This design comes from an exercise in tuning for small area, a short achievable clock period and few clock cycles on the open sky130 flow, not from production work.
No functional check of the RTL was part of any run shown here.
Power and IR drop assume default switching activity.

## design/flow/config.mk

```make
export PLATFORM = sky130hd
export DESIGN_NAME = pfpp_engine
export DESIGN_NICKNAME = pfpp_engine
export VERILOG_FILES = /design/flow/design.v
export SDC_FILE = /design/flow/constraint.sdc
export NUM_CORES = 4
export LEC_CHECK = 0
export CAP_MARGIN = 20
export CORE_MARGIN = 2
export CORE_UTILIZATION = 40
export SLEW_MARGIN = 20
```

## design/flow/constraint.sdc

```tcl
create_clock -name core_clock -period 10.0 [get_ports {clk}]
set_input_delay 2.0000 -clock core_clock [delete_from_list [all_inputs] [get_ports {clk}]]
set_output_delay 2.0000 -clock core_clock [all_outputs]
set_load 0.01 [all_outputs]
```

## design/flow/design.v

```verilog
module pfpp_engine (
    input  wire         clk,
    input  wire         rst,
    input  wire         cmd_valid,
    input  wire [63:0]  cmd_word,
    output wire         busy,
    output reg  [3:0]   err,
    output wire [31:0]  result,
    output reg  [127:0] dirty,
    input  wire         cfg_coalesce,
    input  wire [31:0]  cfg_opc,        
    input  wire [15:0]  cfg_nopb,       
    input  wire [2:0]   cfg_rowlen,
    input  wire [2:0]   cfg_endlen,
    input  wire [12:0]  cfg_src_len,    
    input  wire [8:0]   cfg_pal_len,    
    output wire [6:0]   fb_addr,
    output wire         fb_we,
    output wire [127:0] fb_wdata,
    input  wire [127:0] fb_rdata,
    output wire [11:0]  src_addr,
    input  wire [7:0]   src_rdata,
    output wire [7:0]   pal_addr,
    input  wire [23:0]  pal_rdata,
    output reg          bus_req,
    output reg  [1:0]   bus_kind,
    output reg  [7:0]   bus_byte,
    input  wire         bus_done,
    input  wire         bus_err
);
    localparam [3:0] OP_NOP = 4'h0, OP_CLEAR = 4'h1, OP_FLUSH = 4'h2,
                     OP_POINT = 4'h3, OP_HLINE = 4'h4, OP_VLINE = 4'h5,
                     OP_FILL = 4'h6, OP_BLIT = 4'h7, OP_QUANT = 4'h8,
                     OP_GLA = 4'h9, OP_XFORM = 4'hA;
    localparam [3:0] E_OK = 4'd0, E_ILLEGAL = 4'd1, E_RSVD = 4'd2,
                     E_BOUNDS = 4'd3, E_ALIGN = 4'd4, E_SRCRANGE = 4'd5,
                     E_PALRANGE = 4'd6, E_BUS = 4'd7;
    localparam [1:0] K_ASSERT = 2'd0, K_BYTE = 2'd1, K_DEASSERT = 2'd2;
    localparam [2:0] S_IDLE = 3'd0, S_CHK = 3'd1, S_RAST = 3'd2, S_BLIT = 3'd3,
                     S_BUS = 3'd4, S_CLRW = 3'd5, S_REST = 3'd6, S_QNT = 3'd7;
    localparam [1:0] T_CLR = 2'd0, T_UPD = 2'd1, T_NOP = 2'd2;
    localparam [2:0] P_ASSERT = 3'd0, P_CMD = 3'd1, P_SECOND = 3'd2,
                     P_ADDR = 3'd3, P_DATA = 3'd4, P_TRAIL = 3'd5,
                     P_DEASSERT = 3'd6;
    function [7:0] rev8;
        input [7:0] b;
        integer i;
        begin
            for (i = 0; i < 8; i = i + 1)
                rev8[i] = b[7-i];
        end
    endfunction
    reg [2:0]   state;
    reg         busy_r;
    reg [3:0]   code;
    reg [3:0]   op;
    reg         col;
    reg [2:0]   fl;            
    reg [7:0]   xl, xr;        
    reg [7:0]   rrow;          
    reg [7:0]   rend;          
    reg [23:0]  fe;            
    reg         gA, gB, gC, gD;
    reg [6:0]   fa_r;
    reg         we_r;
    reg [127:0] rb;
    reg         isrd, rdv, full, zap;
    reg [6:0]   wrow;
    reg         v1, v2, v3, v4, v5;
    reg [2:0]   boff_d;
    reg [7:0]   pa_r;
    reg [23:0]  palreg;
    reg [23:0]  ma, mb;
    reg         mnz;
    reg [15:0]  res;
    reg [2:0]   ph;
    reg [1:0]   tt;
    reg [3:0]   tk;
    reg [2:0]   tcnt;
    reg         tfail, tmore;
    reg [6:0]   bs;
    assign busy     = busy_r;
    assign result   = {16'd0, res};
    assign fb_addr  = fa_r;
    assign fb_we    = we_r;
    assign fb_wdata = rb;
    assign src_addr = fe[14:3];
    assign pal_addr = pa_r;
    wire bpp8   = fl[0];
    wire srclsb = fl[1];
    wire palq   = fl[2];
    wire lt1 = palreg[17] ^ palreg[8] ^ palreg[1];
    wire lt2 = (palreg[17] & palreg[8]) | (palreg[17] & palreg[1]) | (palreg[8] & palreg[1]);
    wire lt3 = palreg[18] ^ palreg[16] ^ palreg[9];
    wire lt4 = (palreg[18] & palreg[16]) | (palreg[18] & palreg[9]) | (palreg[16] & palreg[9]);
    wire lt5 = palreg[19] ^ palreg[17] ^ palreg[16];
    wire lt6 = (palreg[19] & palreg[17]) | (palreg[19] & palreg[16]) | (palreg[17] & palreg[16]);
    wire lt7 = palreg[10] ^ palreg[8] ^ palreg[3];
    wire lt8 = (palreg[10] & palreg[8]) | (palreg[10] & palreg[3]) | (palreg[8] & palreg[3]);
    wire lt9 = palreg[20] ^ palreg[18] ^ palreg[17];
    wire lt10 = (palreg[20] & palreg[18]) | (palreg[20] & palreg[17]) | (palreg[18] & palreg[17]);
    wire lt11 = palreg[11] ^ palreg[9] ^ palreg[4];
    wire lt12 = (palreg[11] & palreg[9]) | (palreg[11] & palreg[4]) | (palreg[9] & palreg[4]);
    wire lt13 = palreg[21] ^ palreg[19] ^ palreg[18];
    wire lt14 = (palreg[21] & palreg[19]) | (palreg[21] & palreg[18]) | (palreg[19] & palreg[18]);
    wire lt15 = palreg[12] ^ palreg[10] ^ palreg[5];
    wire lt16 = (palreg[12] & palreg[10]) | (palreg[12] & palreg[5]) | (palreg[10] & palreg[5]);
    wire lt17 = palreg[22] ^ palreg[20] ^ palreg[19];
    wire lt18 = (palreg[22] & palreg[20]) | (palreg[22] & palreg[19]) | (palreg[20] & palreg[19]);
    wire lt19 = palreg[16] ^ palreg[13] ^ palreg[11];
    wire lt20 = (palreg[16] & palreg[13]) | (palreg[16] & palreg[11]) | (palreg[13] & palreg[11]);
    wire lt21 = palreg[6] ^ palreg[3] ^ palreg[1];
    wire lt22 = (palreg[6] & palreg[3]) | (palreg[6] & palreg[1]) | (palreg[3] & palreg[1]);
    wire lt23 = palreg[23] ^ palreg[21] ^ palreg[20];
    wire lt24 = (palreg[23] & palreg[21]) | (palreg[23] & palreg[20]) | (palreg[21] & palreg[20]);
    wire lt25 = palreg[17] ^ palreg[16] ^ palreg[14];
    wire lt26 = (palreg[17] & palreg[16]) | (palreg[17] & palreg[14]) | (palreg[16] & palreg[14]);
    wire lt27 = palreg[12] ^ palreg[7] ^ palreg[4];
    wire lt28 = (palreg[12] & palreg[7]) | (palreg[12] & palreg[4]) | (palreg[7] & palreg[4]);
    wire lt29 = palreg[22] ^ palreg[21] ^ palreg[18];
    wire lt30 = (palreg[22] & palreg[21]) | (palreg[22] & palreg[18]) | (palreg[21] & palreg[18]);
    wire lt31 = palreg[17] ^ palreg[15] ^ palreg[13];
    wire lt32 = (palreg[17] & palreg[15]) | (palreg[17] & palreg[13]) | (palreg[15] & palreg[13]);
    wire lt33 = palreg[8] ^ palreg[5] ^ palreg[3];
    wire lt34 = (palreg[8] & palreg[5]) | (palreg[8] & palreg[3]) | (palreg[5] & palreg[3]);
    wire lt35 = palreg[23] ^ palreg[22] ^ palreg[19];
    wire lt36 = (palreg[23] & palreg[22]) | (palreg[23] & palreg[19]) | (palreg[22] & palreg[19]);
    wire lt37 = palreg[18] ^ palreg[14] ^ palreg[9];
    wire lt38 = (palreg[18] & palreg[14]) | (palreg[18] & palreg[9]) | (palreg[14] & palreg[9]);
    wire lt39 = palreg[8] ^ palreg[6] ^ palreg[4];
    wire lt40 = (palreg[8] & palreg[6]) | (palreg[8] & palreg[4]) | (palreg[6] & palreg[4]);
    wire lt41 = palreg[23] ^ palreg[20] ^ palreg[19];
    wire lt42 = (palreg[23] & palreg[20]) | (palreg[23] & palreg[19]) | (palreg[20] & palreg[19]);
    wire lt43 = palreg[16] ^ palreg[15] ^ palreg[10];
    wire lt44 = (palreg[16] & palreg[15]) | (palreg[16] & palreg[10]) | (palreg[15] & palreg[10]);
    wire lt45 = palreg[9] ^ palreg[8] ^ palreg[7];
    wire lt46 = (palreg[9] & palreg[8]) | (palreg[9] & palreg[7]) | (palreg[8] & palreg[7]);
    wire lt47 = palreg[21] ^ palreg[20] ^ palreg[17];
    wire lt48 = (palreg[21] & palreg[20]) | (palreg[21] & palreg[17]) | (palreg[20] & palreg[17]);
    wire lt49 = palreg[16] ^ palreg[11] ^ palreg[10];
    wire lt50 = (palreg[16] & palreg[11]) | (palreg[16] & palreg[10]) | (palreg[11] & palreg[10]);
    wire lt51 = palreg[9] ^ palreg[6] ^ palreg[1];
    wire lt52 = (palreg[9] & palreg[6]) | (palreg[9] & palreg[1]) | (palreg[6] & palreg[1]);
    wire lt53 = palreg[22] ^ palreg[21] ^ palreg[18];
    wire lt54 = (palreg[22] & palreg[21]) | (palreg[22] & palreg[18]) | (palreg[21] & palreg[18]);
    wire lt55 = palreg[17] ^ palreg[12] ^ palreg[11];
    wire lt56 = (palreg[17] & palreg[12]) | (palreg[17] & palreg[11]) | (palreg[12] & palreg[11]);
    wire lt57 = palreg[10] ^ palreg[8] ^ palreg[7];
    wire lt58 = (palreg[10] & palreg[8]) | (palreg[10] & palreg[7]) | (palreg[8] & palreg[7]);
    wire lt59 = palreg[2] ^ palreg[1] ^ palreg[0];
    wire lt60 = (palreg[2] & palreg[1]) | (palreg[2] & palreg[0]) | (palreg[1] & palreg[0]);
    wire lt61 = palreg[23] ^ palreg[22] ^ palreg[19];
    wire lt62 = (palreg[23] & palreg[22]) | (palreg[23] & palreg[19]) | (palreg[22] & palreg[19]);
    wire lt63 = palreg[18] ^ palreg[13] ^ palreg[12];
    wire lt64 = (palreg[18] & palreg[13]) | (palreg[18] & palreg[12]) | (palreg[13] & palreg[12]);
    wire lt65 = palreg[11] ^ palreg[9] ^ palreg[3];
    wire lt66 = (palreg[11] & palreg[9]) | (palreg[11] & palreg[3]) | (palreg[9] & palreg[3]);
    wire lt67 = palreg[23] ^ palreg[20] ^ palreg[19];
    wire lt68 = (palreg[23] & palreg[20]) | (palreg[23] & palreg[19]) | (palreg[20] & palreg[19]);
    wire lt69 = palreg[16] ^ palreg[14] ^ palreg[13];
    wire lt70 = (palreg[16] & palreg[14]) | (palreg[16] & palreg[13]) | (palreg[14] & palreg[13]);
    wire lt71 = palreg[12] ^ palreg[10] ^ palreg[4];
    wire lt72 = (palreg[12] & palreg[10]) | (palreg[12] & palreg[4]) | (palreg[10] & palreg[4]);
    wire lt73 = palreg[21] ^ palreg[20] ^ palreg[17];
    wire lt74 = (palreg[21] & palreg[20]) | (palreg[21] & palreg[17]) | (palreg[20] & palreg[17]);
    wire lt75 = palreg[15] ^ palreg[14] ^ palreg[13];
    wire lt76 = (palreg[15] & palreg[14]) | (palreg[15] & palreg[13]) | (palreg[14] & palreg[13]);
    wire lt77 = palreg[11] ^ palreg[8] ^ palreg[5];
    wire lt78 = (palreg[11] & palreg[8]) | (palreg[11] & palreg[5]) | (palreg[8] & palreg[5]);
    wire lt79 = palreg[22] ^ palreg[21] ^ palreg[18];
    wire lt80 = (palreg[22] & palreg[21]) | (palreg[22] & palreg[18]) | (palreg[21] & palreg[18]);
    wire lt81 = palreg[15] ^ palreg[14] ^ palreg[12];
    wire lt82 = (palreg[15] & palreg[14]) | (palreg[15] & palreg[12]) | (palreg[14] & palreg[12]);
    wire lt83 = palreg[9] ^ palreg[6] ^ palreg[5];
    wire lt84 = (palreg[9] & palreg[6]) | (palreg[9] & palreg[5]) | (palreg[6] & palreg[5]);
    wire lt85 = palreg[23] ^ palreg[22] ^ palreg[19];
    wire lt86 = (palreg[23] & palreg[22]) | (palreg[23] & palreg[19]) | (palreg[22] & palreg[19]);
    wire lt87 = palreg[15] ^ palreg[13] ^ palreg[10];
    wire lt88 = (palreg[15] & palreg[13]) | (palreg[15] & palreg[10]) | (palreg[13] & palreg[10]);
    wire lt89 = palreg[7] ^ palreg[6] ^ palreg[5];
    wire lt90 = (palreg[7] & palreg[6]) | (palreg[7] & palreg[5]) | (palreg[6] & palreg[5]);
    wire lt91 = palreg[23] ^ palreg[20] ^ palreg[14];
    wire lt92 = (palreg[23] & palreg[20]) | (palreg[23] & palreg[14]) | (palreg[20] & palreg[14]);
    wire lt93 = palreg[11] ^ palreg[7] ^ palreg[6];
    wire lt94 = (palreg[11] & palreg[7]) | (palreg[11] & palreg[6]) | (palreg[7] & palreg[6]);
    wire lt95 = palreg[21] ^ palreg[15] ^ palreg[12];
    wire lt96 = (palreg[21] & palreg[15]) | (palreg[21] & palreg[12]) | (palreg[15] & palreg[12]);
    wire lt97 = lt2 ^ lt3 ^ palreg[2];
    wire lt98 = (lt2 & lt3) | (lt2 & palreg[2]) | (lt3 & palreg[2]);
    wire lt99 = lt4 ^ lt5 ^ lt7;
    wire lt100 = (lt4 & lt5) | (lt4 & lt7) | (lt5 & lt7);
    wire lt101 = lt6 ^ lt8 ^ lt9;
    wire lt102 = (lt6 & lt8) | (lt6 & lt9) | (lt8 & lt9);
    wire lt103 = lt10 ^ lt12 ^ lt13;
    wire lt104 = (lt10 & lt12) | (lt10 & lt13) | (lt12 & lt13);
    wire lt105 = lt15 ^ palreg[2] ^ palreg[0];
    wire lt106 = (lt15 & palreg[2]) | (lt15 & palreg[0]) | (palreg[2] & palreg[0]);
    wire lt107 = lt14 ^ lt16 ^ lt17;
    wire lt108 = (lt14 & lt16) | (lt14 & lt17) | (lt16 & lt17);
    wire lt109 = lt18 ^ lt20 ^ lt22;
    wire lt110 = (lt18 & lt20) | (lt18 & lt22) | (lt20 & lt22);
    wire lt111 = lt23 ^ lt25 ^ lt27;
    wire lt112 = (lt23 & lt25) | (lt23 & lt27) | (lt25 & lt27);
    wire lt113 = lt24 ^ lt26 ^ lt28;
    wire lt114 = (lt24 & lt26) | (lt24 & lt28) | (lt26 & lt28);
    wire lt115 = lt29 ^ lt31 ^ lt33;
    wire lt116 = (lt29 & lt31) | (lt29 & lt33) | (lt31 & lt33);
    wire lt117 = lt30 ^ lt32 ^ lt34;
    wire lt118 = (lt30 & lt32) | (lt30 & lt34) | (lt32 & lt34);
    wire lt119 = lt35 ^ lt37 ^ lt39;
    wire lt120 = (lt35 & lt37) | (lt35 & lt39) | (lt37 & lt39);
    wire lt121 = lt36 ^ lt38 ^ lt40;
    wire lt122 = (lt36 & lt38) | (lt36 & lt40) | (lt38 & lt40);
    wire lt123 = lt41 ^ lt43 ^ lt45;
    wire lt124 = (lt41 & lt43) | (lt41 & lt45) | (lt43 & lt45);
    wire lt125 = lt42 ^ lt44 ^ lt46;
    wire lt126 = (lt42 & lt44) | (lt42 & lt46) | (lt44 & lt46);
    wire lt127 = lt47 ^ lt49 ^ lt51;
    wire lt128 = (lt47 & lt49) | (lt47 & lt51) | (lt49 & lt51);
    wire lt129 = lt48 ^ lt50 ^ lt52;
    wire lt130 = (lt48 & lt50) | (lt48 & lt52) | (lt50 & lt52);
    wire lt131 = lt53 ^ lt55 ^ lt57;
    wire lt132 = (lt53 & lt55) | (lt53 & lt57) | (lt55 & lt57);
    wire lt133 = lt54 ^ lt56 ^ lt58;
    wire lt134 = (lt54 & lt56) | (lt54 & lt58) | (lt56 & lt58);
    wire lt135 = lt60 ^ lt61 ^ lt63;
    wire lt136 = (lt60 & lt61) | (lt60 & lt63) | (lt61 & lt63);
    wire lt137 = lt65 ^ palreg[2] ^ palreg[1];
    wire lt138 = (lt65 & palreg[2]) | (lt65 & palreg[1]) | (palreg[2] & palreg[1]);
    wire lt139 = lt62 ^ lt64 ^ lt66;
    wire lt140 = (lt62 & lt64) | (lt62 & lt66) | (lt64 & lt66);
    wire lt141 = lt67 ^ lt69 ^ lt71;
    wire lt142 = (lt67 & lt69) | (lt67 & lt71) | (lt69 & lt71);
    wire lt143 = lt68 ^ lt70 ^ lt72;
    wire lt144 = (lt68 & lt70) | (lt68 & lt72) | (lt70 & lt72);
    wire lt145 = lt73 ^ lt75 ^ lt77;
    wire lt146 = (lt73 & lt75) | (lt73 & lt77) | (lt75 & lt77);
    wire lt147 = lt74 ^ lt76 ^ lt78;
    wire lt148 = (lt74 & lt76) | (lt74 & lt78) | (lt76 & lt78);
    wire lt149 = lt79 ^ lt81 ^ lt83;
    wire lt150 = (lt79 & lt81) | (lt79 & lt83) | (lt81 & lt83);
    wire lt151 = lt80 ^ lt82 ^ lt84;
    wire lt152 = (lt80 & lt82) | (lt80 & lt84) | (lt82 & lt84);
    wire lt153 = lt85 ^ lt87 ^ lt89;
    wire lt154 = (lt85 & lt87) | (lt85 & lt89) | (lt87 & lt89);
    wire lt155 = lt86 ^ lt88 ^ lt90;
    wire lt156 = (lt86 & lt88) | (lt86 & lt90) | (lt88 & lt90);
    wire lt157 = lt92 ^ lt94 ^ lt95;
    wire lt158 = (lt92 & lt94) | (lt92 & lt95) | (lt94 & lt95);
    wire lt159 = lt96 ^ palreg[22] ^ palreg[13];
    wire lt160 = (lt96 & palreg[22]) | (lt96 & palreg[13]) | (palreg[22] & palreg[13]);
    wire lt161 = lt98 ^ lt99 ^ palreg[0];
    wire lt162 = (lt98 & lt99) | (lt98 & palreg[0]) | (lt99 & palreg[0]);
    wire lt163 = lt100 ^ lt101 ^ lt11;
    wire lt164 = (lt100 & lt101) | (lt100 & lt11) | (lt101 & lt11);
    wire lt165 = lt102 ^ lt103 ^ lt105;
    wire lt166 = (lt102 & lt103) | (lt102 & lt105) | (lt103 & lt105);
    wire lt167 = lt104 ^ lt106 ^ lt107;
    wire lt168 = (lt104 & lt106) | (lt104 & lt107) | (lt106 & lt107);
    wire lt169 = lt108 ^ lt109 ^ lt111;
    wire lt170 = (lt108 & lt109) | (lt108 & lt111) | (lt109 & lt111);
    wire lt171 = lt110 ^ lt112 ^ lt113;
    wire lt172 = (lt110 & lt112) | (lt110 & lt113) | (lt112 & lt113);
    wire lt173 = lt114 ^ lt116 ^ lt117;
    wire lt174 = (lt114 & lt116) | (lt114 & lt117) | (lt116 & lt117);
    wire lt175 = lt118 ^ lt120 ^ lt121;
    wire lt176 = (lt118 & lt120) | (lt118 & lt121) | (lt120 & lt121);
    wire lt177 = lt123 ^ palreg[5] ^ palreg[0];
    wire lt178 = (lt123 & palreg[5]) | (lt123 & palreg[0]) | (palreg[5] & palreg[0]);
    wire lt179 = lt122 ^ lt124 ^ lt125;
    wire lt180 = (lt122 & lt124) | (lt122 & lt125) | (lt124 & lt125);
    wire lt181 = lt126 ^ lt128 ^ lt129;
    wire lt182 = (lt126 & lt128) | (lt126 & lt129) | (lt128 & lt129);
    wire lt183 = lt130 ^ lt132 ^ lt133;
    wire lt184 = (lt130 & lt132) | (lt130 & lt133) | (lt132 & lt133);
    wire lt185 = lt134 ^ lt136 ^ lt138;
    wire lt186 = (lt134 & lt136) | (lt134 & lt138) | (lt136 & lt138);
    wire lt187 = lt139 ^ lt141 ^ palreg[3];
    wire lt188 = (lt139 & lt141) | (lt139 & palreg[3]) | (lt141 & palreg[3]);
    wire lt189 = lt140 ^ lt142 ^ lt143;
    wire lt190 = (lt140 & lt142) | (lt140 & lt143) | (lt142 & lt143);
    wire lt191 = lt145 ^ palreg[4] ^ palreg[3];
    wire lt192 = (lt145 & palreg[4]) | (lt145 & palreg[3]) | (palreg[4] & palreg[3]);
    wire lt193 = lt144 ^ lt146 ^ lt147;
    wire lt194 = (lt144 & lt146) | (lt144 & lt147) | (lt146 & lt147);
    wire lt195 = lt148 ^ lt150 ^ lt151;
    wire lt196 = (lt148 & lt150) | (lt148 & lt151) | (lt150 & lt151);
    wire lt197 = lt152 ^ lt154 ^ lt155;
    wire lt198 = (lt152 & lt154) | (lt152 & lt155) | (lt154 & lt155);
    wire lt199 = lt156 ^ lt157 ^ palreg[7];
    wire lt200 = (lt156 & lt157) | (lt156 & palreg[7]) | (lt157 & palreg[7]);
    wire lt201 = lt160 ^ palreg[23] ^ palreg[14];
    wire lt202 = (lt160 & palreg[23]) | (lt160 & palreg[14]) | (palreg[23] & palreg[14]);
    wire lt203 = lt162 ^ lt163 ^ palreg[1];
    wire lt204 = (lt162 & lt163) | (lt162 & palreg[1]) | (lt163 & palreg[1]);
    wire lt205 = lt166 ^ lt167 ^ lt19;
    wire lt206 = (lt166 & lt167) | (lt166 & lt19) | (lt167 & lt19);
    wire lt207 = lt168 ^ lt169 ^ palreg[2];
    wire lt208 = (lt168 & lt169) | (lt168 & palreg[2]) | (lt169 & palreg[2]);
    wire lt209 = lt170 ^ lt171 ^ lt115;
    wire lt210 = (lt170 & lt171) | (lt170 & lt115) | (lt171 & lt115);
    wire lt211 = lt172 ^ lt173 ^ lt119;
    wire lt212 = (lt172 & lt173) | (lt172 & lt119) | (lt173 & lt119);
    wire lt213 = lt174 ^ lt175 ^ lt177;
    wire lt214 = (lt174 & lt175) | (lt174 & lt177) | (lt175 & lt177);
    wire lt215 = lt176 ^ lt178 ^ lt179;
    wire lt216 = (lt176 & lt178) | (lt176 & lt179) | (lt178 & lt179);
    wire lt217 = lt180 ^ lt181 ^ lt131;
    wire lt218 = (lt180 & lt181) | (lt180 & lt131) | (lt181 & lt131);
    wire lt219 = lt182 ^ lt183 ^ lt135;
    wire lt220 = (lt182 & lt183) | (lt182 & lt135) | (lt183 & lt135);
    wire lt221 = lt184 ^ lt185 ^ lt187;
    wire lt222 = (lt184 & lt185) | (lt184 & lt187) | (lt185 & lt187);
    wire lt223 = lt186 ^ lt188 ^ lt189;
    wire lt224 = (lt186 & lt188) | (lt186 & lt189) | (lt188 & lt189);
    wire lt225 = lt190 ^ lt192 ^ lt193;
    wire lt226 = (lt190 & lt192) | (lt190 & lt193) | (lt192 & lt193);
    wire lt227 = lt194 ^ lt195 ^ lt153;
    wire lt228 = (lt194 & lt195) | (lt194 & lt153) | (lt195 & lt153);
    wire lt229 = lt196 ^ lt197 ^ lt91;
    wire lt230 = (lt196 & lt197) | (lt196 & lt91) | (lt197 & lt91);
    wire lt231 = lt200 ^ lt158 ^ lt159;
    wire lt232 = (lt200 & lt158) | (lt200 & lt159) | (lt158 & lt159);
    wire lt233 = lt204 ^ lt164 ^ lt165;
    wire lt234 = (lt204 & lt164) | (lt204 & lt165) | (lt164 & lt165);
    wire lt235 = lt214 ^ lt215 ^ lt127;
    wire lt236 = (lt214 & lt215) | (lt214 & lt127) | (lt215 & lt127);
    wire lt237 = lt216 ^ lt217 ^ lt59;
    wire lt238 = (lt216 & lt217) | (lt216 & lt59) | (lt217 & lt59);
    wire lt239 = lt218 ^ lt219 ^ lt137;
    wire lt240 = (lt218 & lt219) | (lt218 & lt137) | (lt219 & lt137);
    wire lt241 = lt220 ^ lt221 ^ palreg[2];
    wire lt242 = (lt220 & lt221) | (lt220 & palreg[2]) | (lt221 & palreg[2]);
    wire lt243 = lt222 ^ lt223 ^ lt191;
    wire lt244 = (lt222 & lt223) | (lt222 & lt191) | (lt223 & lt191);
    wire lt245 = lt224 ^ lt225 ^ lt149;
    wire lt246 = (lt224 & lt225) | (lt224 & lt149) | (lt225 & lt149);
    wire lt247 = lt228 ^ lt229 ^ lt93;
    wire lt248 = (lt228 & lt229) | (lt228 & lt93) | (lt229 & lt93);
    wire lt249 = lt230 ^ lt198 ^ lt199;
    wire lt250 = (lt230 & lt198) | (lt230 & lt199) | (lt198 & lt199);
    wire lt251 = lt234 ^ lt205 ^ lt21;
    wire lt252 = (lt234 & lt205) | (lt234 & lt21) | (lt205 & lt21);
    wire lt253 = lt244 ^ lt245 ^ palreg[4];
    wire lt254 = (lt244 & lt245) | (lt244 & palreg[4]) | (lt245 & palreg[4]);
    wire lt255 = lt246 ^ lt226 ^ lt227;
    wire lt256 = (lt246 & lt226) | (lt246 & lt227) | (lt226 & lt227);
    wire lt257 = lt252 ^ lt206 ^ lt207;
    wire lt258 = (lt252 & lt206) | (lt252 & lt207) | (lt206 & lt207);
    wire lt259 = lt258 ^ lt208 ^ lt209;
    wire lt260 = (lt258 & lt208) | (lt258 & lt209) | (lt208 & lt209);
    wire lt261 = lt260 ^ lt210 ^ lt211;
    wire lt262 = (lt260 & lt210) | (lt260 & lt211) | (lt210 & lt211);
    wire lt263 = lt262 ^ lt212 ^ lt213;
    wire lt264 = (lt262 & lt212) | (lt262 & lt213) | (lt212 & lt213);
    wire lt265 = lt264 ^ lt235 ^ palreg[0];
    wire lt266 = (lt264 & lt235) | (lt264 & palreg[0]) | (lt235 & palreg[0]);
    wire lt267 = lt266 ^ lt236 ^ lt237;
    wire lt268 = (lt266 & lt236) | (lt266 & lt237) | (lt236 & lt237);
    wire lt269 = lt268 ^ lt238 ^ lt239;
    wire lt270 = (lt268 & lt238) | (lt268 & lt239) | (lt238 & lt239);
    wire lt271 = lt270 ^ lt240 ^ lt241;
    wire lt272 = (lt270 & lt240) | (lt270 & lt241) | (lt240 & lt241);
    wire lt273 = lt272 ^ lt242 ^ lt243;
    wire lt274 = (lt272 & lt242) | (lt272 & lt243) | (lt242 & lt243);
    wire [23:0] la = {1'b0, lt202, lt232, lt250, lt248, lt256, lt254, lt274, lt273, lt271, lt269, lt267, lt265, lt263, lt261, lt259, lt257, lt251, lt233, lt203, lt161, lt97, lt1, palreg[16]};
    wire [23:0] lb = {1'b0, palreg[15], lt201, lt231, lt249, lt247, lt255, lt253, 1'b0, 1'b0, 1'b0, 1'b0, 1'b0, 1'b0, 1'b0, 1'b0, 1'b0, 1'b0, 1'b0, 1'b0, 1'b0, 1'b0, 1'b0, palreg[0]};
    wire [23:0] lsum   = ma + mb;
    wire        pixcol = palq ? mnz : lsum[23];
    wire [3:0] xlh = xl[6:3], xrh = xr[6:3];
    wire [2:0] xll = xl[2:0], xrl = xr[2:0];
    reg  [127:0] m;
    integer c;
    always @(*) begin
        for (c = 0; c < 128; c = c + 1)
            m[c] = ((c[6:3] > xlh) || ((c[6:3] == xlh) && (c[2:0] >= xll))) &&
                   ((c[6:3] < xrh) || ((c[6:3] == xrh) && (c[2:0] <= xrl)));
    end
    reg [127:0] pa0;
    reg [63:0]  pa1;  reg [63:0]  pi1;
    reg [31:0]  pa2;  reg [63:0]  pi2;
    reg [15:0]  pa3;  reg [47:0]  pi3;
    reg [7:0]   pa4;  reg [31:0]  pi4;
    reg [3:0]   pa5;  reg [19:0]  pi5;
    reg [1:0]   pa6;  reg [11:0]  pi6;
    reg         pany; reg [6:0]   pe;
    integer k;
    always @(*) begin
        pa0 = dirty;
        for (k = 0; k < 64; k = k + 1) begin
            pa1[k] = pa0[2*k] | pa0[2*k+1];
            pi1[k] = ~pa0[2*k];
        end
        for (k = 0; k < 32; k = k + 1) begin
            pa2[k] = pa1[2*k] | pa1[2*k+1];
            pi2[2*k +: 2] = pa1[2*k] ? {1'b0, pi1[2*k]} : {1'b1, pi1[2*k+1]};
        end
        for (k = 0; k < 16; k = k + 1) begin
            pa3[k] = pa2[2*k] | pa2[2*k+1];
            pi3[3*k +: 3] = pa2[2*k] ? {1'b0, pi2[4*k +: 2]} : {1'b1, pi2[4*k+2 +: 2]};
        end
        for (k = 0; k < 8; k = k + 1) begin
            pa4[k] = pa3[2*k] | pa3[2*k+1];
            pi4[4*k +: 4] = pa3[2*k] ? {1'b0, pi3[6*k +: 3]} : {1'b1, pi3[6*k+3 +: 3]};
        end
        for (k = 0; k < 4; k = k + 1) begin
            pa5[k] = pa4[2*k] | pa4[2*k+1];
            pi5[5*k +: 5] = pa4[2*k] ? {1'b0, pi4[8*k +: 4]} : {1'b1, pi4[8*k+4 +: 4]};
        end
        for (k = 0; k < 2; k = k + 1) begin
            pa6[k] = pa5[2*k] | pa5[2*k+1];
            pi6[6*k +: 6] = pa5[2*k] ? {1'b0, pi5[10*k +: 5]} : {1'b1, pi5[10*k+5 +: 5]};
        end
        pany = pa6[0] | pa6[1];
        pe   = pa6[0] ? {1'b0, pi6[5:0]} : {1'b1, pi6[11:6]};
    end
    wire isblit  = (op == OP_BLIT);
    wire israst  = (op == OP_POINT) || (op == OP_HLINE) || (op == OP_VLINE) || (op == OP_FILL);
    wire gE      = |fe;
    wire gfl     = |fl;
    reg  rsvd_bad;
    always @(*) begin
        case (op)
            OP_NOP, OP_CLEAR, OP_FLUSH: rsvd_bad = gE | gD | gC | gB | gA | gfl | col;
            OP_POINT:                   rsvd_bad = gE | gD | gC | gfl;
            OP_HLINE, OP_VLINE:         rsvd_bad = gE | gD | gfl;
            OP_FILL:                    rsvd_bad = gE | gfl;
            OP_BLIT:                    rsvd_bad = gD | col | (fl[0] & fl[1]);
            OP_QUANT:                   rsvd_bad = gD | gC | gB | gA | gfl | col;
            default:                    rsvd_bad = gE | gD | gC | gB | gfl | col;
        endcase
    end
    wire rast_bad  = (xl > xr) || xr[7] || xl[7] || (rrow > rend) || rend[7] || rrow[7];
    wire blit_bad  = xl[7] || rrow[7] || (({1'b0, xl} + {1'b0, rend}) > 9'd128);
    wire bounds_bad = (israst && rast_bad) || (isblit && blit_bad) || ((op == OP_GLA) && xl[7]);
    wire align_bad = isblit && bpp8 && (fe[2:0] != 3'd0);
    wire [24:0] blit_end = {1'b0, fe} + (bpp8 ? {14'd0, rend, 3'd0} : {17'd0, rend});
    wire range_bad = isblit && (blit_end > {9'd0, cfg_src_len, 3'd0});
    wire [3:0] ccode = (op > OP_XFORM) ? E_ILLEGAL :
                       rsvd_bad        ? E_RSVD :
                       bounds_bad      ? E_BOUNDS :
                       align_bad       ? E_ALIGN :
                       range_bad       ? E_SRCRANGE : E_OK;
    wire [2:0] bsel = srclsb ? boff_d : ~boff_d;
    wire [7:0] idx  = bpp8 ? src_rdata : {7'd0, src_rdata[bsel]};
    wire       pal_bad = {1'b0, pa_r} >= cfg_pal_len;
    wire men  = zap | (rdv && state == S_RAST) | (v5 && state == S_BLIT);
    wire colv = (state == S_BLIT) ? pixcol : col;
    always @(posedge clk) begin
        for (c = 0; c < 128; c = c + 1)
            rb[c] <= (men && m[c]) ? colv : (rdv ? fb_rdata[c] : rb[c]);
    end
    always @(posedge clk) begin
        palreg <= (state == S_IDLE) ? cmd_word[63:40] : pal_rdata;
        ma     <= la;
        mb     <= lb;
        mnz    <= |palreg[7:0];
        pa_r   <= idx;
        boff_d <= fe[2:0];
    end
    wire       rdone  = (rrow[6:0] == rend[6:0]);
    wire       full_n = rdv | (full & ~we_r);
    wire       lastw  = we_r && (wrow == rend[6:0]);
    wire [6:0] wrow_n = we_r ? wrow + 7'd1 : wrow;
    wire [7:0] rrow_i = rrow + 8'd1;
    wire [7:0] fbyte   = fb_rdata[tk*8 +: 8];
    wire [7:0] fbyte0  = fb_rdata[7:0];
    wire [7:0] gla_row = rev8({1'b0, rrow[6:0]} + 8'd1);
    wire       more    = cfg_coalesce && pany && (pe == rrow_i[6:0]) && (rrow[6:0] != 7'd127);
    reg        dwe, dval, dbulk, dbv;
    always @(*) begin
        dwe = 1'b0; dval = 1'b1; dbulk = 1'b0; dbv = 1'b0;
        case (state)
            S_CHK:  dwe = israst && (ccode == E_OK);
            S_RAST: dwe = isrd;
            S_BLIT: dwe = we_r;
            S_BUS:  begin dwe = (tt == T_UPD) && (ph == P_DATA); dval = 1'b0; end
            S_REST: dwe = 1'b1;
            S_CLRW: begin dbulk = (fa_r == 7'd127); dbv = tfail; end
            default: ;
        endcase
    end
    integer r;
    always @(posedge clk) begin
        if (rst)
            dirty <= 128'd0;
        else if (dbulk)
            dirty <= {128{dbv}};
        else
            for (r = 0; r < 128; r = r + 1)
                if (dwe && rrow[6:0] == r) dirty[r] <= dval;
    end
    always @(posedge clk) begin
        if (rst) begin
            state   <= S_IDLE;
            busy_r  <= 1'b0;
            err     <= E_OK;
            res     <= 16'd0;
            bus_req <= 1'b0;
            we_r    <= 1'b0;
            zap     <= 1'b0;
            rdv     <= 1'b0;
            v1 <= 1'b0; v2 <= 1'b0; v3 <= 1'b0; v4 <= 1'b0; v5 <= 1'b0;
        end else begin
            zap <= 1'b0;
            rdv <= isrd;
            v2 <= v1; v3 <= v2; v4 <= v3; v5 <= v4;
            case (state)
                S_IDLE: begin
                    op   <= cmd_word[3:0];
                    col  <= cmd_word[4];
                    fl   <= cmd_word[7:5];
                    xl   <= cmd_word[15:8];
                    case (cmd_word[3:0])
                        OP_POINT, OP_VLINE, OP_BLIT: xr <= cmd_word[15:8];
                        OP_HLINE:                    xr <= cmd_word[23:16];
                        default:                     xr <= cmd_word[31:24];
                    endcase
                    if (cmd_word[3:0] == OP_HLINE) begin
                        rrow <= cmd_word[31:24];
                        fa_r <= cmd_word[30:24];
                    end else begin
                        rrow <= cmd_word[23:16];
                        fa_r <= cmd_word[22:16];
                    end
                    case (cmd_word[3:0])
                        OP_POINT: rend <= cmd_word[23:16];
                        OP_FILL:  rend <= cmd_word[39:32];
                        default:  rend <= cmd_word[31:24];
                    endcase
                    fe   <= cmd_word[63:40];
                    gA   <= |cmd_word[15:8];
                    gB   <= |cmd_word[23:16];
                    gC   <= |cmd_word[31:24];
                    gD   <= |cmd_word[39:32];
                    isrd <= 1'b1;
                    rdv  <= 1'b0;
                    full <= 1'b0;
                    we_r <= 1'b0;
                    v1   <= 1'b0;
                    tfail <= 1'b0;
                    if (cmd_valid) begin
                        state  <= S_CHK;
                        busy_r <= 1'b1;
                        err    <= E_OK;
                    end
                end
                S_CHK: begin
                    isrd <= 1'b0;
                    code <= ccode;
                    if (ccode != E_OK) begin
                        err <= ccode; state <= S_IDLE; busy_r <= 1'b0;
                    end else begin
                        case (op)
                            OP_CLEAR: begin
                                xr <= 8'd127; zap <= 1'b1;
                                tt <= T_CLR; ph <= P_ASSERT;
                                bus_req <= 1'b1; bus_kind <= K_ASSERT;
                                state <= S_BUS;
                            end
                            OP_FLUSH: begin
                                tt <= pany ? T_UPD : T_NOP; ph <= P_ASSERT;
                                rrow <= {1'b0, pe}; fa_r <= pe; bs <= pe;
                                bus_req <= 1'b1; bus_kind <= K_ASSERT;
                                state <= S_BUS;
                            end
                            OP_POINT, OP_HLINE, OP_VLINE, OP_FILL: begin
                                wrow <= rrow[6:0];
                                if (!rdone) begin
                                    rrow <= rrow_i; fa_r <= rrow_i[6:0]; isrd <= 1'b1;
                                end
                                state <= S_RAST;
                            end
                            OP_BLIT: begin
                                if (rend == 8'd0) begin
                                    err <= E_OK; state <= S_IDLE; busy_r <= 1'b0;
                                end else begin
                                    v1   <= 1'b1;
                                    fe   <= fe + (bpp8 ? 24'd8 : 24'd1);
                                    rend <= rend - 8'd1;
                                    state <= S_BLIT;
                                end
                            end
                            OP_QUANT: state <= S_QNT;
                            OP_GLA: begin
                                res <= {8'd0, rev8(xl + 8'd1)};
                                err <= E_OK; state <= S_IDLE; busy_r <= 1'b0;
                            end
                            OP_XFORM: begin
                                res <= {8'd0, ~rev8(xl)};
                                err <= E_OK; state <= S_IDLE; busy_r <= 1'b0;
                            end
                            default: begin
                                err <= E_OK; state <= S_IDLE; busy_r <= 1'b0;
                            end
                        endcase
                    end
                end
                S_QNT: begin
                    res <= {lsum[23:16], 7'd0, lsum[23]};
                    err <= E_OK; state <= S_IDLE; busy_r <= 1'b0;
                end
                S_RAST: begin
                    full <= full_n;
                    wrow <= wrow_n;
                    if (lastw) begin
                        we_r <= 1'b0; isrd <= 1'b0;
                        err <= E_OK; state <= S_IDLE; busy_r <= 1'b0;
                    end else if ((we_r || !full_n) && !rdone) begin
                        rrow <= rrow_i; fa_r <= rrow_i[6:0];
                        isrd <= 1'b1; we_r <= 1'b0;
                    end else if (full_n) begin
                        fa_r <= wrow_n; we_r <= 1'b1; isrd <= 1'b0;
                    end else begin
                        we_r <= 1'b0; isrd <= 1'b0;
                    end
                end
                S_BLIT: begin
                    if (rend != 8'd0) begin
                        v1   <= 1'b1;
                        fe   <= fe + (bpp8 ? 24'd8 : 24'd1);
                        rend <= rend - 8'd1;
                    end else begin
                        v1 <= 1'b0;
                    end
                    if (v5) begin
                        xl <= xl + 8'd1;
                        xr <= xl + 8'd1;
                    end
                    if (we_r) begin
                        we_r <= 1'b0;
                        err <= E_OK; state <= S_IDLE; busy_r <= 1'b0;
                    end else if (v2 && pal_bad) begin
                        v1 <= 1'b0; v2 <= 1'b0; v3 <= 1'b0; v4 <= 1'b0; v5 <= 1'b0;
                        err <= E_PALRANGE; state <= S_IDLE; busy_r <= 1'b0;
                    end else if (v5 && !v4) begin
                        we_r <= 1'b1;
                    end
                end
                S_CLRW: begin
                    fa_r <= fa_r + 7'd1;
                    if (fa_r == 7'd127) begin
                        we_r <= 1'b0;
                        err <= code; state <= S_IDLE; busy_r <= 1'b0;
                    end
                end
                S_REST: begin
                    rrow <= rrow - 8'd1;
                    if (rrow[6:0] == bs) begin
                        err <= E_BUS; state <= S_IDLE; busy_r <= 1'b0;
                    end
                end
                S_BUS: begin
                    if (bus_done) begin
                        if (ph == P_DEASSERT) begin
                            case (tt)
                                T_CLR: begin
                                    bus_req <= 1'b0;
                                    tfail <= tfail | bus_err;
                                    code  <= (tfail | bus_err) ? E_BUS : E_OK;
                                    fa_r  <= 7'd0; we_r <= 1'b1;
                                    state <= S_CLRW;
                                end
                                T_NOP: begin
                                    bus_req <= 1'b0;
                                    err <= (tfail | bus_err) ? E_BUS : E_OK;
                                    state <= S_IDLE; busy_r <= 1'b0;
                                end
                                default: begin
                                    if (tfail | bus_err) begin
                                        bus_req <= 1'b0;
                                        state <= S_REST;
                                    end else begin
                                        tt <= pany ? T_UPD : T_NOP;
                                        rrow <= {1'b0, pe}; fa_r <= pe; bs <= pe;
                                        tfail <= 1'b0;
                                        ph <= P_ASSERT; bus_kind <= K_ASSERT;
                                    end
                                end
                            endcase
                        end else if (bus_err) begin
                            tfail <= 1'b1;
                            ph <= P_DEASSERT; bus_kind <= K_DEASSERT;
                        end else begin
                            case (ph)
                                P_ASSERT: begin
                                    ph <= P_CMD; bus_kind <= K_BYTE;
                                    bus_byte <= (tt == T_CLR) ? cfg_opc[15:8] :
                                                (tt == T_UPD) ? cfg_opc[7:0] : cfg_nopb[7:0];
                                end
                                P_CMD: begin
                                    if (tt == T_UPD) begin
                                        ph <= P_ADDR; bus_byte <= gla_row;
                                    end else begin
                                        ph <= P_SECOND;
                                        bus_byte <= (tt == T_CLR) ? cfg_opc[23:16] : cfg_nopb[15:8];
                                    end
                                end
                                P_SECOND: begin
                                    ph <= P_DEASSERT; bus_kind <= K_DEASSERT;
                                end
                                P_ADDR: begin
                                    ph <= P_DATA; tk <= 4'd0;
                                    bus_byte <= ~rev8(fbyte0);
                                end
                                P_DATA: begin
                                    if (tk != 4'd15) begin
                                        tk <= tk + 4'd1;
                                        bus_byte <= ~rev8(fb_rdata[(tk + 4'd1)*8 +: 8]);
                                        if (tk == 4'd14) begin
                                            tmore <= more;
                                            if (more) begin
                                                rrow <= rrow_i; fa_r <= rrow_i[6:0];
                                            end
                                        end
                                    end else if (tmore) begin
                                        if (cfg_rowlen == 3'd0) begin
                                            ph <= P_ADDR; bus_byte <= gla_row;
                                        end else begin
                                            ph <= P_TRAIL; tcnt <= cfg_rowlen;
                                            bus_byte <= cfg_opc[31:24];
                                        end
                                    end else begin
                                        if (cfg_endlen == 3'd0) begin
                                            ph <= P_DEASSERT; bus_kind <= K_DEASSERT;
                                        end else begin
                                            ph <= P_TRAIL; tcnt <= cfg_endlen;
                                            bus_byte <= cfg_opc[31:24];
                                        end
                                    end
                                end
                                P_TRAIL: begin
                                    if (tcnt != 3'd1) begin
                                        tcnt <= tcnt - 3'd1;
                                    end else if (tmore) begin
                                        ph <= P_ADDR; bus_kind <= K_BYTE; bus_byte <= gla_row;
                                    end else begin
                                        ph <= P_DEASSERT; bus_kind <= K_DEASSERT;
                                    end
                                end
                                default: ;
                            endcase
                        end
                    end
                end
                default: begin
                    state <= S_IDLE; busy_r <= 1'b0;
                end
            endcase
        end
    end
endmodule
```

## design/flow/run.sh

```bash
#!/bin/bash
# synth_recipe.tcl (not shown) runs the flow's synth.tcl, then flattens the netlist and writes it again
# the make line also repeats each setting of config.mk as NAME=value (left out here)
make -C /OpenROAD-flow-scripts/flow DESIGN_CONFIG=/design/flow/config.mk WORK_HOME=/design/flow/orfs CLKGATE_MAP_FILE= SYNTH_SCRIPT=/design/flow/synth_recipe.tcl finish
```

==> flow_metrics.tcl, run 1 <==
set metrics [dict create \
    start_util 0.405 \
    synth.distinct_cells 108 \
    track_usage 0.319 \
    detail_route.first_pass.iterations 6 \
    whs_endpoint "v4$_SDFF_PP0_" \
    clk_pin_slew_ns 0.06 \
    power_density_nw_per_um2 368 \
    tns_ns 0 \
    final_antenna_net_count 0 \
    relSlewSlack 0.142 \
    cts_hold_buf 0 \
    portBuffers 620 \
    critPathArrivalTime_ns 8.05 \
    synthTopCellsByCount "346 x nand2_1, 259 x inv_1, 246 x edfxtp_1, 245 x nor2_1, 227 x dfxtp_1" \
    hpwl_mm 113 \
    wire_per_inst_um 26.8 \
    drt_iter0_drc 3619 \
    clk_latency_ns 0.66 \
    ys_warn_count 1 \
    die_y_um 298 \
    final-max-slew-violation-count 0 \
    worstReg2RegStart "palreg[17]$_DFF_P_" \
    nets 4807 \
    drive_gt1_frac 0.0964 \
    post_cts_buffers 0 \
    via_per_inst 5.87 \
    final_cells 5485 \
    p_total_w 0.0161 \
    critPathMaxFanout 4 \
    syn_area_um2 34700 \
    fin_crit_ns 7.54 \
    grt_pass1_vias 31020 \
    timing.rr.end "ma[15]$_DFF_P_" \
    synth-edff-count 246 \
    cts_resized 0 \
    finalCritPeriodShare 0.754 \
    yosysMostFrequentCell "nand2_1" \
    cts_tree "done" \
    status "no timing/DRC/antenna violations" \
    placement_rows 107 \
    cts_buffers 57 \
    postSynth.asyncResetShare 0 \
    routed_wl_mm 147 \
    cts_max_level 2 \
    grt_max_degree 129 \
    reg2reg_depth 19 \
    yosysTopAreaCell "edfxtp_1" \
    place_congestion 1.02 \
    die_area_um2 89000 \
    required_ns 10.51 \
    fill_cells 8075 \
    grt.overflow.total 0 \
    fp.dieW_um 298 \
    ys_ff_latch 473 \
    max_freq_ghz 0.133 \
    tightest_slew_ns 1.27 \
    total_leakage_power_nw 16.5 \
    grt_pass1_wl_mm 214 \
    regToRegSetupSlack_ns 2.46 \
    grt_setup_unrepaired "false" \
    hold_depth 1 \
    peakVddDrop_mv 0.703 \
    ys_seq_area_frac 0.344 \
    vias 32218 \
    finClkSkew_ns 0.0307 \
    syn_area_per_cell_um2 9.14 \
    ys.flop_type "edfxtp_1" \
    yosys-top-cells-area "edfxtp_1 21%, dfxtp_1 13%, fa_1 7.7%" \
    ioPinCount 638 \
    dpl.cell_count 5369 \
    clock-root-buffer "clkbuf_16" \
    worst-setup-path-type "reg -> reg" \
    clkSinkCount 473 \
    worst_setup_path_end_kind "flip-flop" \
    drc 0 \
    cap_violations 0 \
    worstHoldStart "v3$_SDFF_PP0_" \
    synth_top_area_share 0.213 \
    worst_setup_path_start_kind "flip-flop" \
    antenna_found_initial 9 \
    hold_viol_final 0 \
    setup_violations 0 \
    hold_class "reg -> reg" \
    coreArea_um2 85500 \
    syn2layout_area_growth_pct 26.0 \
    cts_buffer_depth 3 \
    syn-instance-count 3794 \
]
layout make-up:
| cell class | instances | area (um^2) | share of cell area |
|---|---|---|---|
| well taps | 1144 | 1430 | 0.0328 |
| clock inverters | 20 | 170 | 0.00390 |
| repair buffers | 679 | 6690 | 0.153 |
| clock buffers | 88 | 1740 | 0.0398 |
| multi-input cells | 2813 | 20700 | 0.474 |
| inverters | 262 | 983 | 0.0225 |
| diodes | 6 | 15.0 | 0.000344 |
| flip-flops and latches | 473 | 11900 | 0.273 |
power by group:
group / switching [W] / total (W) / internal, W
Combinational: 0.00624 / 0.0106 / 0.00435
Sequential: 0.000512 / 0.00334 / 0.00283
Clock: 0.000925 / 0.00215 / 0.00122
placed cells by master (no fill, tap or decap), types with 31 or more instances in the layout:
master           Yosys  routed
o211ai_1            31      31
xnor2_1             53      53
buf_4               33      57
nor3_1              49      44
inv_1              259     259
xor2_1              59      59
edfxtp_1           246     246
nor4_1              53      52
clkbuf_16            0      60
ha_1                82      82
a211oi_1            38      38
nand2_1            346     345
a221oi_1            47      47
o21ai_0            220     219
fa_1               133     133
o31ai_1             79      79
clkdlybuf4s50_1      0     619
nor2b_1             44      44
nand3_1             74      74
a31oi_1             42      42
mux2i_1            170     170
o21ai_1             75      74
dfxtp_1            227     225
or2_2               71      71
a21oi_1            182     182
mux2_2             110     110
nor2_1             245     241
nand2b_1           222     222
worst max-delay path: stages, from the launching register on:
cell     delay, ns
dfxtp_1       0.46
inv_1         0.22
fa_1          0.60
fa_1          0.44
fa_1          0.54
fa_1          0.17
inv_1         0.05
fa_1          0.44
fa_1          0.46
fa_1          0.46
fa_1          0.49
fa_1          0.47
fa_1          0.43
inv_1         0.08
fa_1          0.17
inv_1         0.06
fa_1          0.45
fa_1          0.46
fa_1          0.46
fa_1          0.49
registers in the layout, summed over array words and instances, names as in the netlist, 7 cells and up:
register	count
rb	128
rend	8
xr	8
pa_r	8
xl	8
rrow	8
palreg	24
dirty	128
ma	23
mb	8
bs	7
fa_r	7
wrow	7
res	16
bus_byte	8
fe	24
logic make-up (layout without fill, tap and decap cells):
logic type,Yosys count,after routing,synth area share
DFF,473,473,0.344
adders and majority gates,216,216,0.107
other,1,23,0.000108
xor gates and xnor gates,112,112,0.0283
buffers and inverters,524,1049,0.0625
muxes,306,306,0.102
and+or+nand+nor,1250,1250,0.186
AOI/OAI and AO/OA,912,912,0.171
stage by stage:
stage / util / hold WS [ns] / cell area, um^2 / worst slack (ns)
2_1_floorplan: - / 0.405 / 34700 / 2.84
3_3_place_gp: 0.487 / 0.409 / 41700 / 2.53
3_5_place_dp: 0.488 / 0.421 / 41700 / 2.44
4_1_cts: 0.510 / 0.435 / 43600 / 2.42
5_1_grt: 0.511 / 0.475 / 43700 / 2.17
6_report: 0.511 / 0.437 / 43700 / 2.46
how the worst max path moves through the flow:
| stage | start | endpoint |
|---|---|---|
| finish | palreg[17]$_DFF_P_ | ma[15]$_DFF_P_ |
| global placement | palreg[17]$_DFF_P_ | ma[15]$_DFF_P_ |
| floorplan | palreg[17]$_DFF_P_ | ma[15]$_DFF_P_ |
| CTS | palreg[17]$_DFF_P_ | ma[15]$_DFF_P_ |
| global route | palreg[17]$_DFF_P_ | ma[15]$_DFF_P_ |
| detailed placement | palreg[17]$_DFF_P_ | ma[15]$_DFF_P_ |
routing by layer:
layer / up-vias / routed length [um] / global-route usage
li1: 14531 / - / -
met3: 301 / 12500 / 0.0640
met5: - / 26 / 0
met2: 1670 / 68700 / 0.517
met1: 15712 / 59900 / 0.421
met4: 4 / 6090 / 0.119
==> run 2: changes to the inputs <==
--- a/design/flow/config.mk
+++ b/design/flow/config.mk
@@ -8,4 +8,5 @@
 export CAP_MARGIN = 20
 export CORE_MARGIN = 2
 export CORE_UTILIZATION = 40
+export SETUP_SLACK_MARGIN = 5
 export SLEW_MARGIN = 20
==> run 2 against run 1 <==
  * Highest routed layer unchanged
  * Largest power group unchanged
  * Via count rose by 1.6%
  * Hold slack lost 0.00058 ns
  * Utilization rose by 1.3 points
  * Largest cell class unchanged
  * Combinational power rose by 6%
  * Area after synthesis did not move
  * Global-route usage is 0.87 points higher
  * Maximum frequency is 23% higher
  * Worst setup slack improved by 1.4 ns
==> flow_metrics.tcl, run 2 <==
set metrics [dict create \
    grt_max_degree 129 \
    hpwl_mm 115 \
    postSynth.asyncResetShare 0 \
    hold_class "reg -> reg" \
    clkSinkCount 473 \
    cts_max_level 2 \
    critPathArrivalTime_ns 6.66 \
    total_leakage_power_nw 16.9 \
    slowest_delay_ns 0.57 \
    syn_area_per_cell_um2 9.14 \
    cts_buffer_depth 3 \
    clk_latency_ns 0.65 \
    drc 0 \
    clk_pin_slew_ns 0.07 \
    finClkSkew_ns 0.0246 \
    die_y_um 298 \
    cp_common_cell "fa_2" \
    cap_violations 0 \
    cts_hold_buf 0 \
    yosysTopAreaCell "edfxtp_1" \
    wire_per_inst_um 27.2 \
    grt_pass1_vias 31827 \
    worst-setup-path-type "reg -> reg" \
    critPathSlowestCell "fa_1" \
    fp.dieW_um 298 \
    reg2reg_depth 19 \
    synth_compound_area_frac 0.171 \
    cts_tree "done" \
    fill_cells 7889 \
    synth.distinct_cells 108 \
    timing.rr.end "ma[15]$_DFF_P_" \
    grt.overflow.total 0 \
    ys.flop_type "edfxtp_1" \
    worst_setup_path_end_kind "flip-flop" \
    synth-edff-count 246 \
    yosys-top-cells-area "edfxtp_1 21%, dfxtp_1 13%, fa_1 7.7%" \
    synth_top_area_share 0.213 \
    antenna_found_initial 12 \
    grt_pass1_wl_mm 219 \
    vias 32721 \
    portBuffers 620 \
    tns_ns 0 \
    finalCritPeriodShare 0.614 \
    dpl.cell_count 5367 \
    final_common_cell "clkdlybuf4s50_1" \
    die_area_um2 89000 \
    synth-simple-area-share 0.186 \
    mostFrequentLayoutCells "619 x clkdlybuf4s50_1, 343 x nand2_1, 250 x inv_1" \
    drt_iter0_drc 3637 \
    required_ns 10.52 \
    via_per_inst 5.90 \
    worst_setup_path_start_kind "flip-flop" \
    synthTopCellsByCount "346 x nand2_1, 259 x inv_1, 246 x edfxtp_1, 245 x nor2_1, 227 x dfxtp_1" \
    regToRegSetupSlack_ns 3.86 \
    cts_buffers 59 \
    track_usage 0.328 \
    power_density_nw_per_um2 379 \
    final_antenna_net_count 0 \
    placement_rows 107 \
    detail_route.first_pass.iterations 6 \
    nets 4865 \
    final-max-slew-violation-count 0 \
    ioPinCount 638 \
    top_regs "dirty (128), rb (128)" \
    syn_area_um2 34700 \
    status "no timing/DRC/antenna violations" \
    final_cells 5550 \
    synth_fa_ha_area_frac 0.107 \
    setup_violations 0 \
    start_util 0.405 \
    synth_xor_area_frac 0.0283 \
    ys_ff_latch 473 \
    worstPathCellList "inv_2 -> fa_1 -> fa_1 -> fa_1 -> fa_2 -> inv_2 -> fa_2 -> fa_2 -> fa_2 -> fa_2 -> fa_2 -> fa_2 -> inv_2 -> fa_2 -> inv_2 -> fa_2 -> fa_2 -> fa_2 -> fa_1" \
    syn2layout_area_growth_pct 29.1 \
    synth_top_family_by_area "simple AND/OR/NAND/NOR gates" \
    max_freq_ghz 0.163 \
    ys_warn_count 1 \
    coreArea_um2 85500 \
    critPathMaxFanout 2 \
    clock-root-buffer "clkbuf_16" \
    yosysMostFrequentCell "nand2_1" \
    hold_viol_final 0 \
    crit_end "ma[15]$_DFF_P_" \
    drive_gt1_frac 0.124 \
    peakVddDrop_mv 0.653 \
    relSlewSlack 0.204 \
    worstReg2RegStart "palreg[18]$_DFF_P_" \
    synthMuxAreaShare 0.102 \
    place_congestion 0.990 \
    grt_setup_unrepaired "true" \
    fin_crit_ns 6.14 \
    tightest_slew_ns 1.19 \
    routed_wl_mm 151 \
    ys_seq_area_frac 0.344 \
    syn-instance-count 3794 \
    critPathLaunch "palreg[18]$_DFF_P_" \
]
## run 2: cell counts after synthesis
Identical to the previous run, type by type.
## run 2: worst min-delay path by stage
stage                         start           endpoint  cells past startpoint
floorplan           fe[0]$_DFFE_PP_  boff_d[0]$_DFF_P_                      0
global placement      v3$_SDFF_PP0_      v4$_SDFF_PP0_                      1
detailed placement    v3$_SDFF_PP0_      v4$_SDFF_PP0_                      1
CTS                   v3$_SDFF_PP0_      v4$_SDFF_PP0_                      1
global route          v3$_SDFF_PP0_      v4$_SDFF_PP0_                      1
finish                v3$_SDFF_PP0_      v4$_SDFF_PP0_                      1
## run 2: cell families (layout without fill, tap and decap cells)
family                   count (synthesis)  after routing
AND/OR/NAND/NOR                       1250           1250
flip-flops                             473            473
AO/OA/AOI/OAI                          912            912
adder cells (fa/ha/maj)                216            216
XOR/XNOR                               112            112
multiplexers                           306            306
buffers and inverters                  524           1109
other                                    1             28
## run 2: where the power goes
group / total, W / internal [W] / switching, W
sequential: 0.00336 / 0.00284 / 0.000517
combinational: 0.0112 / 0.00475 / 0.00649
clock: 0.00236 / 0.00141 / 0.000948
total: 0.0170 / 0.00900 / 0.00796
## run 2: metrics by stage
| stage | cell area (um^2) | setup slack [ns] | power [W] | util | hold slack [ns] |
|---|---|---|---|---|---|
| after floorplan | 34800 | 4.03 | 0.0107 | - | 0.405 |
| after global placement | 41800 | 3.62 | 0.0139 | 0.488 | 0.411 |
| after detailed placement | 41800 | 3.53 | 0.0142 | 0.488 | 0.419 |
| after CTS | 44500 | 3.89 | 0.0168 | 0.520 | 0.434 |
| after global routing | 44800 | 3.72 | 0.0186 | 0.523 | 0.467 |
| final | 44800 | 3.86 | 0.0170 | 0.523 | 0.436 |
## run 2: layer usage
metal  vias up  routed length (um)  track usage
met2      1786               69700        0.528
met4         6                6870        0.134
met3       303               13700       0.0648
met5         -                  34            0
li1      14660                   -            -
met1     15966               60700        0.431
## run 2: cell type report
class	count	area (um^2)	share of cell area
multi-input cells	2813	21000	0.468
flip-flops and latches	473	12000	0.267
repair buffers	735	7280	0.163
clock buffers	77	1720	0.0384
well taps	1144	1430	0.0320
inverters	262	992	0.0222
clock inverters	35	395	0.00883
diodes	11	27.5	0.000615
## run 2: critical path: cells and delay by family (launching register included)
| family | cells | cell delay [ns] |
|---|---|---|
| DFF | 1 | 0.36 |
| adders and majority gates | 15 | 5.48 |
| buffers and inverters | 4 | 0.19 |
## run 2: what timing repair did
item                                    CTS  global route
buffers inserted                         42            14
endpoints found under the setup margin   93           130
pin swaps                                36            25
gates cloned                              3             0
gates resized for setup                  57            26

static timing again, ports no longer ideal:
No port has a modelled driver above. Below, the same layouts with a new extraction and two added sets of constraints. Step 1 assumes that a clkbuf_16 drives the clock port and a buf_2 every other input. Step 2 moves the port delays by t, midway between the first and last clock arrival at a register: inputs arrive t later, outputs are due t later. That takes back most of the time a late clock gives input paths. a / b / c = ideal ports / drivers / drivers and shift; a / b = the first two.
run | t, ns | setup WS [ns] | worst data-port slew with drivers (ns) | cell pins on the clock port's net
run 1 | 0.712 | 2.461 / 2.461 / 2.461 | 0.14 | 1
run 2 | 0.708 | 3.855 / 3.855 / 3.855 | 0.14 | 1
After both steps every run listed still meets setup and hold.
